Source: an optimization exercise on an open RTL-to-GDS flow (aim: small area). Production flows keep margins and buffers that such runs may drop.
In this exercise RTL edits were held to simulation tests only and were not proved equivalent to the original.
Power figures rest on the tool's default switching activity, not on a simulated workload.

## flow/design.v

```verilog
module px4led_bit_engine (
    input  wire       clk,
    input  wire       rst_n,
    input  wire       scl_i,
    input  wire       sda_i,
    output reg        sda_oe,
    output reg        ev_valid,
    output reg  [7:0] ev_code,
    output wire [7:0] ev_data,
    input  wire [7:0] tx_byte
);
    localparam [6:0] SLAVE_ADDR7 = 7'h55;
    localparam [2:0] BE_IDLE     = 3'd0,
                     BE_ADDR     = 3'd1,
                     BE_ADDR_ACK = 3'd2,
                     BE_RX       = 3'd3,
                     BE_RX_ACK   = 3'd4,
                     BE_TX       = 3'd5,
                     BE_TX_ACK   = 3'd6;
    localparam [7:0] EV_SLA_W     = 8'h60,
                     EV_RX_DATA   = 8'h80,
                     EV_RX_STOP   = 8'hA0,
                     EV_SLA_R     = 8'hA8,
                     EV_TX_DATA   = 8'hB8,
                     EV_TX_NACK   = 8'hC0,
                     EV_BUS_ERROR = 8'h00;
    reg [1:0] scl_sync, sda_sync;
    wire scl = scl_sync[1];
    wire sda = sda_sync[1];
    reg       scl_q, sda_q;
    reg [2:0] be_state;
    reg [3:0] bitcnt;
    reg [7:0] shreg;
    reg       dir;
    reg       ack_s;
    assign ev_data = shreg;
    wire c_start = scl_q &  sda_q & scl & ~sda;
    wire c_stop  = scl_q & ~sda_q & scl &  sda;
    wire c_rise  = ~scl_q & scl;
    wire c_fall  = scl_q & ~scl;
    always @(*) begin
        ev_valid = 1'b0;
        ev_code  = EV_BUS_ERROR;
        if (c_start || c_stop) begin
            if (be_state == BE_RX && bitcnt <= 4'd1) begin
                ev_valid = 1'b1;
                ev_code  = EV_RX_STOP;
            end else if (be_state != BE_IDLE && be_state != BE_ADDR) begin
                ev_valid = 1'b1;
                ev_code  = EV_BUS_ERROR;
            end
        end else if (c_fall) begin
            case (be_state)
                BE_ADDR_ACK: begin
                    ev_valid = 1'b1;
                    ev_code  = dir ? EV_SLA_R : EV_SLA_W;
                end
                BE_RX_ACK: begin
                    ev_valid = 1'b1;
                    ev_code  = EV_RX_DATA;
                end
                BE_TX_ACK: begin
                    ev_valid = 1'b1;
                    ev_code  = ack_s ? EV_TX_NACK : EV_TX_DATA;
                end
                default: ;
            endcase
        end
    end
    always @(posedge clk) begin
        if (!rst_n) begin
            scl_sync <= 2'b11;
            sda_sync <= 2'b11;
            scl_q    <= 1'b1;
            sda_q    <= 1'b1;
            be_state <= BE_IDLE;
            bitcnt   <= 4'd0;
            shreg    <= 8'h00;
            dir      <= 1'b0;
            ack_s    <= 1'b0;
            sda_oe   <= 1'b0;
        end else begin
            scl_sync <= {scl_sync[0], scl_i};
            sda_sync <= {sda_sync[0], sda_i};
            scl_q    <= scl;
            sda_q    <= sda;
            if (c_start || c_stop) begin
                sda_oe <= 1'b0;
                bitcnt <= 4'd0;
                if (c_start && !(ev_valid && ev_code == EV_BUS_ERROR))
                    be_state <= BE_ADDR;
                else
                    be_state <= BE_IDLE;
            end else if (c_rise) begin
                case (be_state)
                    BE_ADDR, BE_RX: begin
                        shreg  <= {shreg[6:0], sda};
                        bitcnt <= bitcnt + 4'd1;
                    end
                    BE_TX_ACK: ack_s <= sda;
                    default: ;
                endcase
            end else if (c_fall) begin
                case (be_state)
                    BE_ADDR: begin
                        if (bitcnt == 4'd8) begin
                            if (shreg[7:1] == SLAVE_ADDR7) begin
                                dir      <= shreg[0];
                                sda_oe   <= 1'b1;
                                be_state <= BE_ADDR_ACK;
                            end else begin
                                be_state <= BE_IDLE;
                            end
                        end
                    end
                    BE_ADDR_ACK: begin
                        bitcnt <= 4'd0;
                        if (!dir) begin
                            sda_oe   <= 1'b0;
                            be_state <= BE_RX;
                        end else begin
                            shreg    <= tx_byte;
                            sda_oe   <= ~tx_byte[7];
                            be_state <= BE_TX;
                        end
                    end
                    BE_RX: begin
                        if (bitcnt == 4'd8) begin
                            sda_oe   <= 1'b1;
                            be_state <= BE_RX_ACK;
                        end
                    end
                    BE_RX_ACK: begin
                        sda_oe   <= 1'b0;
                        bitcnt   <= 4'd0;
                        be_state <= BE_RX;
                    end
                    BE_TX: begin
                        bitcnt <= bitcnt + 4'd1;
                        if (bitcnt + 4'd1 < 4'd8) begin
                            sda_oe <= ~shreg[3'd7 - bitcnt[2:0] - 3'd1];
                        end else begin
                            sda_oe   <= 1'b0;
                            be_state <= BE_TX_ACK;
                        end
                    end
                    BE_TX_ACK: begin
                        bitcnt <= 4'd0;
                        if (!ack_s) begin
                            shreg    <= tx_byte;
                            sda_oe   <= ~tx_byte[7];
                            be_state <= BE_TX;
                        end else begin
                            sda_oe   <= 1'b0;
                            be_state <= BE_IDLE;
                        end
                    end
                    default: ;  
                endcase
            end
        end
    end
endmodule
module px4led_protocol_engine (
    input  wire         clk,
    input  wire         rst_n,
    input  wire         ev_valid,
    input  wire [7:0]   ev_code,
    input  wire [7:0]   ev_data,
    output reg  [7:0]   tx_byte,
    output wire         txn_ready,
    output reg  [3:0]   rx_len,
    output reg  [119:0] rx_buf,
    input  wire         fg_dispatch,
    input  wire         load_reply,
    input  wire [7:0]   reply0,
    input  wire [7:0]   reply1
);
    localparam [1:0] PE_IDLE = 2'd0,
                     PE_RECV = 2'd1,
                     PE_READY = 2'd2;
    localparam [7:0] EV_SLA_W   = 8'h60,
                     EV_RX_DATA = 8'h80,
                     EV_RX_STOP = 8'hA0,
                     EV_SLA_R   = 8'hA8,
                     EV_TX_DATA = 8'hB8;
    localparam [3:0] RX_CAP = 4'd15;
    reg [1:0]   pe_state;
    reg [119:0] tx_buf;
    reg [3:0]   tx_len;
    reg [3:0]   tx_cur;
    reg [3:0]   tx_cur_next;
    assign txn_ready = (pe_state == PE_READY);
    wire [3:0] cur = (ev_code == EV_SLA_R) ? 4'd0 : tx_cur;
    always @(*) begin
        if (cur < tx_len) begin
            tx_byte     = tx_buf[cur*8 +: 8];
            tx_cur_next = cur + 4'd1;
        end else begin
            tx_byte     = 8'h00;
            tx_cur_next = cur;
        end
    end
    integer i;
    always @(posedge clk) begin
        if (!rst_n) begin
            pe_state <= PE_IDLE;
            rx_len   <= 4'd0;
            rx_buf   <= 120'd0;
            tx_buf   <= 120'd0;
            tx_len   <= 4'd0;
            tx_cur   <= 4'd0;
        end else begin
            if (ev_valid) begin
                case (ev_code)
                    EV_SLA_W: begin
                        if (pe_state == PE_IDLE)
                            pe_state <= PE_RECV;
                    end
                    EV_RX_DATA: begin
                        if (pe_state != PE_READY && rx_len < RX_CAP) begin
                            for (i = 0; i < 15; i = i + 1)
                                if (rx_len == i)
                                    rx_buf[i*8 +: 8] <= ev_data;
                            rx_len <= rx_len + 4'd1;
                        end
                    end
                    EV_RX_STOP: pe_state <= PE_READY;
                    EV_SLA_R, EV_TX_DATA: tx_cur <= tx_cur_next;
                    default: begin
                        if (pe_state != PE_READY) begin
                            pe_state <= PE_IDLE;
                            rx_len   <= 4'd0;
                        end
                    end
                endcase
            end
            if (fg_dispatch) begin
                pe_state <= PE_IDLE;
                rx_len   <= 4'd0;
            end
            if (load_reply) begin
                tx_buf[7:0]  <= reply0;
                tx_buf[15:8] <= reply1;
                tx_len       <= 4'd2;
            end
        end
    end
endmodule
module px4led_foreground (
    input  wire         clk,
    input  wire         rst_n,
    input  wire         tick_i,
    input  wire         txn_ready,
    input  wire [3:0]   rx_len,
    input  wire [119:0] rx_buf,
    output wire         fg_dispatch,
    output wire         load_reply,
    output wire [7:0]   reply0,
    output wire [7:0]   reply1,
    output reg  [7:0]   red,
    output reg  [7:0]   green,
    output reg  [7:0]   blue,
    output reg          hb
);
    localparam [15:0] REFRESH_TICKS = 16'd10,
                      HEART_TICKS   = 16'd500;
    localparam [7:0] CMD_AUTOINC  = 8'h01,
                     CMD_BLUE     = 8'h81,
                     CMD_GREEN    = 8'h82,
                     CMD_RED      = 8'h83,
                     CMD_SETTINGS = 8'h84,
                     CMD_SCRIPT   = 8'hAA;
    reg        powersave;
    reg        enable;
    reg [7:0]  pattern_id;
    reg [15:0] tick;
    reg [15:0] dl_refresh;
    reg [15:0] dl_heart;
    wire [15:0] refresh_diff = dl_refresh - tick;
    wire [15:0] heart_diff   = dl_heart - tick;
    wire        refresh_due  = refresh_diff[15];    
    wire        heart_due    = heart_diff[15];      
    assign reply0 = ({2'b00, enable, powersave, 4'b0000} & 8'hF0) | {4'b0000, blue[7:4]};
    assign reply1 = {green[7:4], red[7:4]};
    assign fg_dispatch = txn_ready;
    assign load_reply  = refresh_due || (fg_dispatch && rx_len == 4'd0);
    wire [7:0] rx_byte [0:14];
    genvar g;
    generate
        for (g = 0; g < 15; g = g + 1) begin : g_rx_byte
            assign rx_byte[g] = rx_buf[g*8 +: 8];
        end
    endgenerate
    integer i;
    always @(posedge clk) begin
        if (!rst_n) begin
            tick       <= 16'd0;
            dl_refresh <= REFRESH_TICKS - 16'd1;
            dl_heart   <= HEART_TICKS - 16'd1;
            hb         <= 1'b0;
            red        <= 8'h00;
            green      <= 8'h00;
            blue       <= 8'h00;
            powersave  <= 1'b0;
            enable     <= 1'b0;
            pattern_id <= 8'h00;
        end else begin
            if (tick_i)
                tick <= tick + 16'd1;
            if (refresh_due)
                dl_refresh <= tick + REFRESH_TICKS - 16'd1;
            if (heart_due) begin
                hb       <= ~hb;
                dl_heart <= tick + HEART_TICKS - 16'd1;
            end
            if (fg_dispatch && rx_len != 4'd0) begin
                case (rx_byte[0])
                    CMD_BLUE, CMD_GREEN, CMD_RED: begin
                        for (i = 0; i < 7; i = i + 1) begin
                            if (2*i + 1 < rx_len) begin
                                case (rx_byte[2*i])
                                    CMD_BLUE:  blue  <= {rx_byte[2*i + 1][3:0], 4'h0};
                                    CMD_GREEN: green <= {rx_byte[2*i + 1][3:0], 4'h0};
                                    CMD_RED:   red   <= {rx_byte[2*i + 1][3:0], 4'h0};
                                    default: ;
                                endcase
                            end
                        end
                    end
                    CMD_AUTOINC: begin
                        if (rx_len == 4'd4) begin
                            blue  <= {rx_byte[1][3:0], 4'h0};
                            green <= {rx_byte[2][3:0], 4'h0};
                            red   <= {rx_byte[3][3:0], 4'h0};
                        end
                    end
                    CMD_SCRIPT: begin
                        if (rx_len >= 4'd2) begin
                            red        <= 8'h00;
                            green      <= 8'h00;
                            blue       <= 8'h00;
                            pattern_id <= rx_byte[1];
                        end
                    end
                    CMD_SETTINGS: begin
                        if (rx_len >= 4'd2) begin
                            powersave <= rx_byte[1][0];
                            enable    <= rx_byte[1][1];
                        end
                    end
                    default: ;  
                endcase
            end
        end
    end
endmodule
module px4led_pwm (
    input  wire       clk,
    input  wire       rst_n,
    input  wire       pwm_tick_i,
    input  wire [7:0] red,
    input  wire [7:0] green,
    input  wire [7:0] blue,
    output reg        pwm_r,
    output reg        pwm_g,
    output reg        pwm_b
);
    reg [7:0] phase;
    always @(posedge clk) begin
        if (!rst_n) begin
            phase <= 8'd0;
            pwm_r <= 1'b0;
            pwm_g <= 1'b0;
            pwm_b <= 1'b0;
        end else if (pwm_tick_i) begin
            if (phase == 8'd0 && red != 8'd0)        pwm_r <= 1'b1;
            if (phase == red && red != 8'd255)       pwm_r <= 1'b0;
            if (phase == 8'd0 && green != 8'd0)      pwm_g <= 1'b1;
            if (phase == green && green != 8'd255)   pwm_g <= 1'b0;
            if (phase == 8'd0 && blue != 8'd0)       pwm_b <= 1'b1;
            if (phase == blue && blue != 8'd255)     pwm_b <= 1'b0;
            phase <= phase + 8'd1;
        end
    end
endmodule
module px4led (
    input  wire clk,
    input  wire rst_n,
    input  wire scl_i,
    input  wire sda_i,
    output wire sda_oe_o,
    input  wire tick_i,
    input  wire pwm_tick_i,
    output wire pwm_r_o,
    output wire pwm_g_o,
    output wire pwm_b_o,
    output wire hb_o
);
    wire         ev_valid;
    wire [7:0]   ev_code;
    wire [7:0]   ev_data;
    wire [7:0]   tx_byte;
    wire         txn_ready;
    wire [3:0]   rx_len;
    wire [119:0] rx_buf;
    wire         fg_dispatch;
    wire         load_reply;
    wire [7:0]   reply0, reply1;
    wire [7:0]   red, green, blue;
    px4led_bit_engine u_bit (
        .clk      (clk),
        .rst_n    (rst_n),
        .scl_i    (scl_i),
        .sda_i    (sda_i),
        .sda_oe   (sda_oe_o),
        .ev_valid (ev_valid),
        .ev_code  (ev_code),
        .ev_data  (ev_data),
        .tx_byte  (tx_byte)
    );
    px4led_protocol_engine u_pe (
        .clk         (clk),
        .rst_n       (rst_n),
        .ev_valid    (ev_valid),
        .ev_code     (ev_code),
        .ev_data     (ev_data),
        .tx_byte     (tx_byte),
        .txn_ready   (txn_ready),
        .rx_len      (rx_len),
        .rx_buf      (rx_buf),
        .fg_dispatch (fg_dispatch),
        .load_reply  (load_reply),
        .reply0      (reply0),
        .reply1      (reply1)
    );
    px4led_foreground u_fg (
        .clk         (clk),
        .rst_n       (rst_n),
        .tick_i      (tick_i),
        .txn_ready   (txn_ready),
        .rx_len      (rx_len),
        .rx_buf      (rx_buf),
        .fg_dispatch (fg_dispatch),
        .load_reply  (load_reply),
        .reply0      (reply0),
        .reply1      (reply1),
        .red         (red),
        .green       (green),
        .blue        (blue),
        .hb          (hb_o)
    );
    px4led_pwm u_pwm (
        .clk        (clk),
        .rst_n      (rst_n),
        .pwm_tick_i (pwm_tick_i),
        .red        (red),
        .green      (green),
        .blue       (blue),
        .pwm_r      (pwm_r_o),
        .pwm_g      (pwm_g_o),
        .pwm_b      (pwm_b_o)
    );
endmodule
```

## flow/run.sh

```bash
#!/bin/bash
# synth_recipe.tcl (not shown) runs the flow's synth.tcl, then flattens the netlist and writes it again
# the make line also repeats each setting of config.mk as NAME=value (left out here)
make -C /OpenROAD-flow-scripts/flow DESIGN_CONFIG=/design/flow/config.mk WORK_HOME=/design/flow/orfs CLKGATE_MAP_FILE= SYNTH_SCRIPT=/design/flow/synth_recipe.tcl finish
```

## flow/config.mk

```make
export PLATFORM = sky130hd
export DESIGN_NAME = px4led
export DESIGN_NICKNAME = px4led
export VERILOG_FILES = /design/flow/design.v
export SDC_FILE = /design/flow/constraint.sdc
export NUM_CORES = 4
export LEC_CHECK = 0
export CAP_MARGIN = 20
export CORE_MARGIN = 2
export CORE_UTILIZATION = 40
export SLEW_MARGIN = 20
```

## flow/constraint.sdc

```tcl
create_clock -name core_clock -period 10.0 [get_ports {clk}]
set_input_delay 2.0000 -clock core_clock [delete_from_list [all_inputs] [get_ports {clk}]]
set_output_delay 2.0000 -clock core_clock [all_outputs]
set_load 0.01 [all_outputs]
```

==> results.toml <==
[clocking]
cts_tree = "built"
cts_max_path_buffers = 3
cts-root-buf = "clkbuf_16"
cts_setup_buffers = 0
numCtsBuffers = 26
worstSkewPairLatency_ns = 0.55
cts_resized = 0
cts_sinks = 219
cts_max_level = 1
cts_hold_buf = 0
clkTransAtPathRegs_ns = 0.07

[sta]
max_freq_ghz = 0.243
setup-tns-final_ns = 0
fin_crit_ns = 4.12
layout_setup_ws_ns = 5.88
slew_headroom_pct = 28.3
tightestPinTransition_ns = 1.07
rsz0062_at_grt = "false"
clock_skew_ns = 0.0268
finalSetupViolations = 0
fin_crit_sh_pct = 41.2
drv_slew = 0
finalHoldViolations = 0

[cells_and_area]
final_common_cell = "dfxtp_1"
multi_input_area_um2 = 6920
area.growth.synth_to_final_pct = 10.2
nets = 1449
layout-drive-gt1-share_pct = 7.39
final_cell_mix = "dfxtp_1 (219), nand2_1 (168), nor2_1 (151), a21oi_1 (120), o21ai_0 (85)"
antenna_cells = 0
seq_area_um2 = 4380
fill_cells = 2857

[critical_path]
timing.rr.start = "u_fg.tick[5]"
cp-start-kind = "primary input"
crit_chain = "buf_2 -> buf_4 -> inv_4 -> buf_4 -> nor2_1 -> nand4_1 -> o21ai_0"
critPathBufInv = 4
crit_family = "buffers and inverters"
arrival_ns = 4.54
critPathSlowestCell = "buf_4"
cp-end-kind = "flip-flop"
cp_data_required_time_ns = 10.42
startpoint = "rst_n"
critPathMaxFanout = 82
critPathKind = "in2reg"
crit_path_max_incr_delay_ns = 0.80
crit_path_frequent_cell = "buf_4"

[detailed_routing]
drcViolationCount = 0
routed_wirelength_um = 31600
drt_iter0_drc = 782
post_drt_wl_per_cell_um = 17.5
ant_nets = 0
vias = 10200
drt-vias-per-instance = 5.66
first_pass_iters = 5

[global_route]
grt_max_degree = 83
track_usage_pct = 20.5
antenna_found_initial = 0
grt_pass1_wl_um = 51500
grt_pass1_vias = 9643
overflow = 0

[synthesis]
yosys.area_share.simple_pct = 25.6
synth_nets = 1491
yosysWarnings = 4
synth_xor_area_share_pct = 5.39
synth_compound_area_share_pct = 17.2
syn_inst = 1443
syn_avg_cell_area_um2 = 8.19
synthAdderAreaFrac_pct = 4.62
seq_area_frac_synth_pct = 37.1
synthesis.area_um2 = 11800
async_flop_share_pct = 0
muxShareOfSynthArea_pct = 5.65
synth_enable_flop_cells = 0
synth_ff_type = "dfxtp_1"
ys_ff_latch = 219
synth.distinct_cells = 91
synth_top_family_by_area = "simple AND/OR/NAND/NOR gates"

[power_and_ir_drop]
leakagePower_nw = 4.73
powerDensity_nw_per_um2 = 183
ir_drop_mv = 0.132

[placed_design]
port_buffers = 10
place_ws_ns = 5.35
dpl.hpwl_um = 21700
gp_congestion = 0.949

[floorplanning]
die_w_um = 176
rows = 62
die_h_um = 176
start_util_pct = 40.9
core_area_um2 = 28900
die-area_um2 = 30900
ios = 11

[worst_hold_path]
worstHoldPathType = "reg2reg"
hold_start = "u_bit.sda_sync[0]"

[run]
cap_violations = 0

[outcome]
run_status = "complete, no violations"
==> cell families (layout without fill, tap and decap cells) <==
| kind of cell | Yosys count | in the layout |
|---|---|---|
| AND/OR/NAND/NOR | 593 | 593 |
| AO/OA/AOI/OAI | 324 | 324 |
| flip-flops | 219 | 219 |
| buffers and inverters | 128 | 106 |
| XOR/XNOR | 71 | 71 |
| multiplexers | 64 | 64 |
| adder cells (fa/ha/maj) | 44 | 44 |
==> cell usage after synthesis, drive strengths merged (7+ instances only) <==
cell,n,area [um^2]
dfxtp,219,4380
nand2,171,654
nor2,152,573
a21oi,121,609
o21ai,92,464
nand3,74,395
clkbuf,61,230
mux2i,60,601
xnor2,43,392
ha,42,526
inv,37,139
nand4,31,194
a211oi,29,258
nor3,29,194
xor2,28,245
buf,27,150
nor4,23,195
and3,17,106
a31oi,16,100
or3,14,87.6
and2,13,81.3
nor2b,13,81.3
nand2b,12,75.1
and4,8,70.1
a221oi,7,61.3
nand3b,7,52.6
==> path summary, 6_finish.rpt <==
| path | to | slack, ns | cells past startpoint |
|---|---|---|---|
| worst min-delay path | u_bit.sda_sync[1] | 0.41 | 1 |
| worst max register to register | u_fg.dl_refresh[3] | 6.68 | 9 |
| worst min register to register | u_bit.sda_sync[1] | 0.41 | 1 |
| worst max-delay path | u_pe.rx_len[1] | 5.88 | 7 |
==> power breakdown <==
group | switching [mW] | leakage, nW | internal (mW) | total (mW)
combinational | 0.264 | 2.50 | 0.152 | 0.417
sequential | 0.0236 | 1.77 | 0.908 | 0.932
clock | 0.390 | 0.462 | 0.644 | 1.03
total | 0.678 | 4.73 | 1.70 | 2.38
==> sequential cells by signal, indices dropped and copies added, names as in the netlist, 14 cells and up <==
name and count:
u_pe.rx_buf 84, u_fg.tick 16, u_fg.dl_refresh 16, u_pe.tx_buf 14, u_fg.dl_heart 16
==> final cells by class <==
| type | instances | share of cell area (%) |
|---|---|---|
| Multi-Input combinational cell | 1096 | 53.1 |
| Sequential cell | 219 | 33.7 |
| Clock buffer | 35 | 5.64 |
| Tap cell | 384 | 3.69 |
| Clock inverter | 13 | 1.57 |
| Timing Repair Buffer | 18 | 1.19 |
| Inverter | 40 | 1.17 |
==> worst register-to-register path, stage by stage (launching register included) <==
cell      delay (ns)
dfxtp_1         0.43
clkinv_1        0.30
ha_1            0.40
and3_1          0.17
a31oi_1         0.37
o41ai_4         0.18
xnor2_2         0.65
buf_4           0.39
mux2i_1         0.22
nand2_1         0.06
==> metal layers <==
metal  wire length (um)  share of wire [%]  GRT usage [%]
met5                  0                  0              0
met4                971                3.1           7.02
met3               1690                5.3           2.99
met2              14100                 45           33.0
met1              14900                 47           28.0
==> stage by stage <==
stage / std cells / power, mW / cell area (um^2) / util, % / hold WS (ns)
finish: 1805 / 2.38 / 13000 / 45.0 / 0.406
global route: 1805 / 2.50 / 13000 / 45.0 / 0.432
detailed placement: 1757 / 1.37 / 12100 / 41.8 / 0.400
global placement: 1757 / 1.36 / 12100 / 41.8 / 0.391
CTS: 1805 / 2.41 / 13000 / 45.0 / 0.407
floorplan: 1443 / 1.28 / 11800 / - / 0.386

port drivers added, routing unchanged:
In the flow no input, the clock included, has a driving cell. The finished layout below was timed again as built, in two steps. Step 1 (the two cells are an assumption about what drives the block):
set clk [get_ports {clk}]
set_driving_cell -lib_cell sky130_fd_sc_hd__clkbuf_16 $clk
set_driving_cell -lib_cell sky130_fd_sc_hd__buf_2 [delete_from_list [all_inputs] $clk]
Step 2 adds t to the input delays and takes it off the output delays; t is the mean of the earliest and latest rising clock arrival at the registers after step 1. Input paths then give back, and output paths get back, about the clock's delay inside the block. Slacks: ideal / step 1 / step 2; pairs: ideal / step 1.
shift t [ns]: 0.586
setup WS [ns]: 5.883 / 5.916 / 5.330
worst data-port slew with drivers (ns): 0.03
After both steps setup and hold are still met in this run. The setup slack of this run moves by +0.033 ns with the drivers and by -0.553 ns with both steps.
